Source: an optimization exercise on an open RTL-to-GDS flow (aim: small area, a short achievable clock period and few clock cycles per item). Production flows keep margins and buffers that such runs may drop.
Function was checked by simulation only, so behaviour that the tests miss may differ from the original.
Power is estimated from default activity; no workload was simulated.

Design cbv_encoder, start of the top module:
module cbv_encoder (
    input  wire        clk,
    input  wire        rst,
    input  wire        cfg_we,
    input  wire [3:0]  cfg_idx,
    input  wire [63:0] cfg_value,
    input  wire [15:0] cfg_len,
    input  wire [1:0]  cfg_kind,
    input  wire        start,
    input  wire [31:0] total_bits,
    input  wire [4:0]  alpha_n,
    output reg         src_re,
    output wire [10:0] src_addr,
    input  wire [31:0] src_rdata,
    output wire        busy,
    output reg         done,
    output reg         sym_valid,
    output reg  [3:0]  sym,
    output wire        err,
    output wire [7:0]  err_code,
    output wire [31:0] err_info,
    output wire [31:0] nsym,
    output wire [31:0] total_rank,
    output wire [32:0] stream_bits,
    input  wire [3:0]  usage_sel,
    output wire [31:0] usage_q
);
    localparam NS = 5;                     
    localparam [1:0] S_IDLE = 2'd0;
    localparam [1:0] S_RUN  = 2'd1;
    localparam [1:0] S_JUMP = 2'd3;
    reg [63:0] av [0:15];
    reg [5:0]  al [0:15];
    reg        lg [0:15];
    reg        kb [0:15];
    wire [15:0] cfg_lm1  = cfg_len - 16'd1;
  ...
Size in the first run: about 12000 cells after synthesis, about 1900 flip-flops, roughly 350 I/O pins.
==> flow/config.mk <==
export PLATFORM = sky130hd
export DESIGN_NAME = cbv_encoder
export DESIGN_NICKNAME = cbv_encoder
export VERILOG_FILES = /design/flow/design.v
export SDC_FILE = /design/flow/constraint.sdc
export NUM_CORES = 8
export LEC_CHECK = 0
export CAP_MARGIN = 30
export CORE_MARGIN = 2
export CORE_UTILIZATION = 40
export SETUP_SLACK_MARGIN = 5
export SLEW_MARGIN = 70
==> flow/constraint.sdc <==
create_clock -name core_clock -period 12.0 [get_ports {clk}]
set_input_delay 2.4000 -clock core_clock [delete_from_list [all_inputs] [get_ports {clk}]]
set_output_delay 2.4000 -clock core_clock [all_outputs]
set_load 0.01 [all_outputs]
run.sh (not shown) runs the stock make flow with config.mk's settings and CLKGATE_MAP_FILE= SYNTH_SCRIPT=/design/flow/synth_recipe.tcl, a recipe that flattens the netlist after the stock synthesis.
Testbench counts at the start, summed over its fixed seeds: cycles 44,794, bits 332,171.
Rerun with:
Settings changed: CORE_UTILIZATION 40 to 30, SLEW_MARGIN 70 to 50.
Maximum frequency shrinks by 0.99%.
Worst hold slack gets worse by 22 ps.
Critical path depth came out higher by 2.
Rerun with:
Settings changed: CORE_UTILIZATION 30 to 50, SLEW_MARGIN 50 to 20.
Outcome:
- The new run finished clean
- sequential share of layout area goes up by 1.2 points
- cell count goes down by 12%
- final area goes down by 3.1%
- wire length goes down by 1.3%
- power goes down by 2.5%
- synthesized area does not change
- sequential cell count is unchanged
- via count goes up by 4.4%
- non-clock buffer count goes down by 7
Rerun with:
Settings changed: CORE_UTILIZATION 50 to 40, SLEW_MARGIN 20 to 50.
=> Worst hold slack is worse by 9.4 ps. Via count went down by 3.9%. Power went up by 1.8%. Critical path depth went up by 8. Sequential power stays flat. First-iteration DRC count went down by 23%. Die area went up by 25%. Sequential share of layout area went down by 0.93 points. Design area went up by 2.5%.
Rerun with:
Settings changed: CORE_UTILIZATION 40 to 50.
=> Fmax is lower by 1.1%; area after synthesis is unchanged; first-iteration DRC count is higher by 25%; register-to-register slack loses 80 ps; combinational power stays flat; utilization is higher by 12 points; worst setup slack loses 82 ps.


Setup of run D:
Another version of the RTL of cbv_encoder (not shown whole).
Size in the first run: ~12000 cells after synthesis, roughly 1900 flip-flops, roughly 350 I/O pins, about 0.12 sq mm of cells after synthesis.
==> flow/config.mk <==
export PLATFORM = sky130hd
export DESIGN_NAME = cbv_encoder
export DESIGN_NICKNAME = cbv_encoder
export VERILOG_FILES = /design/flow/design.v
export SDC_FILE = /design/flow/constraint.sdc
export NUM_CORES = 8
export LEC_CHECK = 0
export CAP_MARGIN = 30
export CORE_MARGIN = 2
export CORE_UTILIZATION = 40
export CTS_CLUSTER_DIAMETER = 100
export CTS_CLUSTER_SIZE = 20
export SETUP_SLACK_MARGIN = 5
export SLEW_MARGIN = 50
==> flow/constraint.sdc <==
create_clock -name core_clock -period 12.0 [get_ports {clk}]
set_input_delay 2.4000 -clock core_clock [delete_from_list [all_inputs] [get_ports {clk}]]
set_output_delay 2.4000 -clock core_clock [all_outputs]
set_load 0.01 [all_outputs]
Run D: no failed stages, no open violations at the end
Testbench counts of run D, summed over its fixed seeds: cycles 44,794, bits 332,171.
The following lists how run C was set up differently from run D:
# run D
export LEC_CHECK = 0
export CAP_MARGIN = 30
export CORE_MARGIN = 2
export CORE_UTILIZATION = 40
export CTS_CLUSTER_DIAMETER = 100
export CTS_CLUSTER_SIZE = 20
export SETUP_SLACK_MARGIN = 5
export SLEW_MARGIN = 50
create_clock -name core_clock -period 12.0 [get_ports {clk}]
# run C
export LEC_CHECK = 0
export CAP_MARGIN = 30
export CORE_MARGIN = 2
export CORE_UTILIZATION = 40
export SETUP_SLACK_MARGIN = 5
export SLEW_MARGIN = 50
create_clock -name core_clock -period 12.0 [get_ports {clk}]
Notes after the runs:
Re vertical extent of the die: no difference whatsoever between run D and run C. Looking at run D and run C, the via count is a wash. When run C is set beside run D, its register clock-pin slew on the reported worst setup and hold paths turns out to be 30 ps smaller.


Another version of the RTL of cbv_encoder (not shown whole).
For scale: about 0.12 mm2 of cells after synthesis.
Design cbv_encoder, start of the top module:
module cbv_encoder (
    input  wire        clk,
    input  wire        rst,
    input  wire        cfg_we,
    input  wire [3:0]  cfg_idx,
    input  wire [63:0] cfg_value,
    input  wire [15:0] cfg_len,
    input  wire [1:0]  cfg_kind,
    input  wire        start,
    input  wire [31:0] total_bits,
    input  wire [4:0]  alpha_n,
    output reg         src_re,
    output wire [10:0] src_addr,
    input  wire [31:0] src_rdata,
    output wire        busy,
    output reg         done,
    output reg         sym_valid,
    output reg  [3:0]  sym,
    output wire        err,
    output wire [7:0]  err_code,
    output wire [31:0] err_info,
    output wire [31:0] nsym,
    output wire [31:0] total_rank,
    output wire [32:0] stream_bits,
    input  wire [3:0]  usage_sel,
    output wire [31:0] usage_q
);
Settings: LEC_CHECK=0, CAP_MARGIN=30, CORE_MARGIN=2, CORE_UTILIZATION=40, CTS_CLUSTER_DIAMETER=100, CTS_CLUSTER_SIZE=20, SETUP_SLACK_MARGIN=5, SLEW_MARGIN=50; clock period 12.0 ns.
The baseline ran to the end with no violations.
Testbench counts at the start, summed over its fixed seeds: cycles 44,331, bits 332,171.
Rerun with:
--- a/flow/config.mk
+++ b/flow/config.mk
@@ -10 +10 @@
-export CORE_UTILIZATION = 40
+export CORE_UTILIZATION = 30
Result: Die area went up by a quarter to a third; clock power fell by a few percent; combinational power fell by a few percent; design area went up slightly; non-clock buffer count goes down by 16; utilization drops by 12 points; synthesized area is unchanged; register-to-register slack is worse by 100 ps.

==> separate check: timing with driven ports <==
No port has a modelled driver above. Below, the same layouts with a new extraction and two added sets of constraints.
Step 1 sets driving cells, clkbuf_16 on the clock port and buf_2 on the other inputs (assumed; they add their load-dependent delay and slew).
Step 2 moves the port delays by t, midway between the first and last clock arrival at a register: inputs arrive t later, outputs are due t later. That takes back most of the time a late clock gives input paths.
Three values: ideal, step 1, step 2; two values: the first two.
run | t (ns) | setup WS [ns] | worst register clock-pin slew, ns
the first run of note 1 | 1.048 | 4.782 / 4.782 / 4.782 | 0.07 / 0.07
the second run of note 1 | 1.078 | 4.709 / 4.709 / 4.709 | 0.07 / 0.07
the third run of note 1 | 1.014 | 4.448 / 4.448 / 4.188 | 0.07 / 0.07
the fourth run of note 1 | 1.052 | 4.788 / 4.788 / 4.788 | 0.07 / 0.07
the fifth run of note 1 | 1.016 | 4.706 / 4.706 / 4.706 | 0.07 / 0.07
run D | 1.016 | 4.435 / 4.435 / 4.435 | 0.10 / 0.10
run C | 1.079 | 4.304 / 4.304 / 4.304 | 0.07 / 0.07
the first run of note 3 | 1.046 | 4.564 / 4.564 / 4.564 | 0.11 / 0.11
the second run of note 3 | 1.061 | 4.460 / 4.460 / 4.460 | 0.11 / 0.11
After both steps setup and hold are still met in every run listed. For the third run of note 1, which loses most, drivers alone change the setup slack by 0.000 ns; drivers and shift together by -0.260 ns.
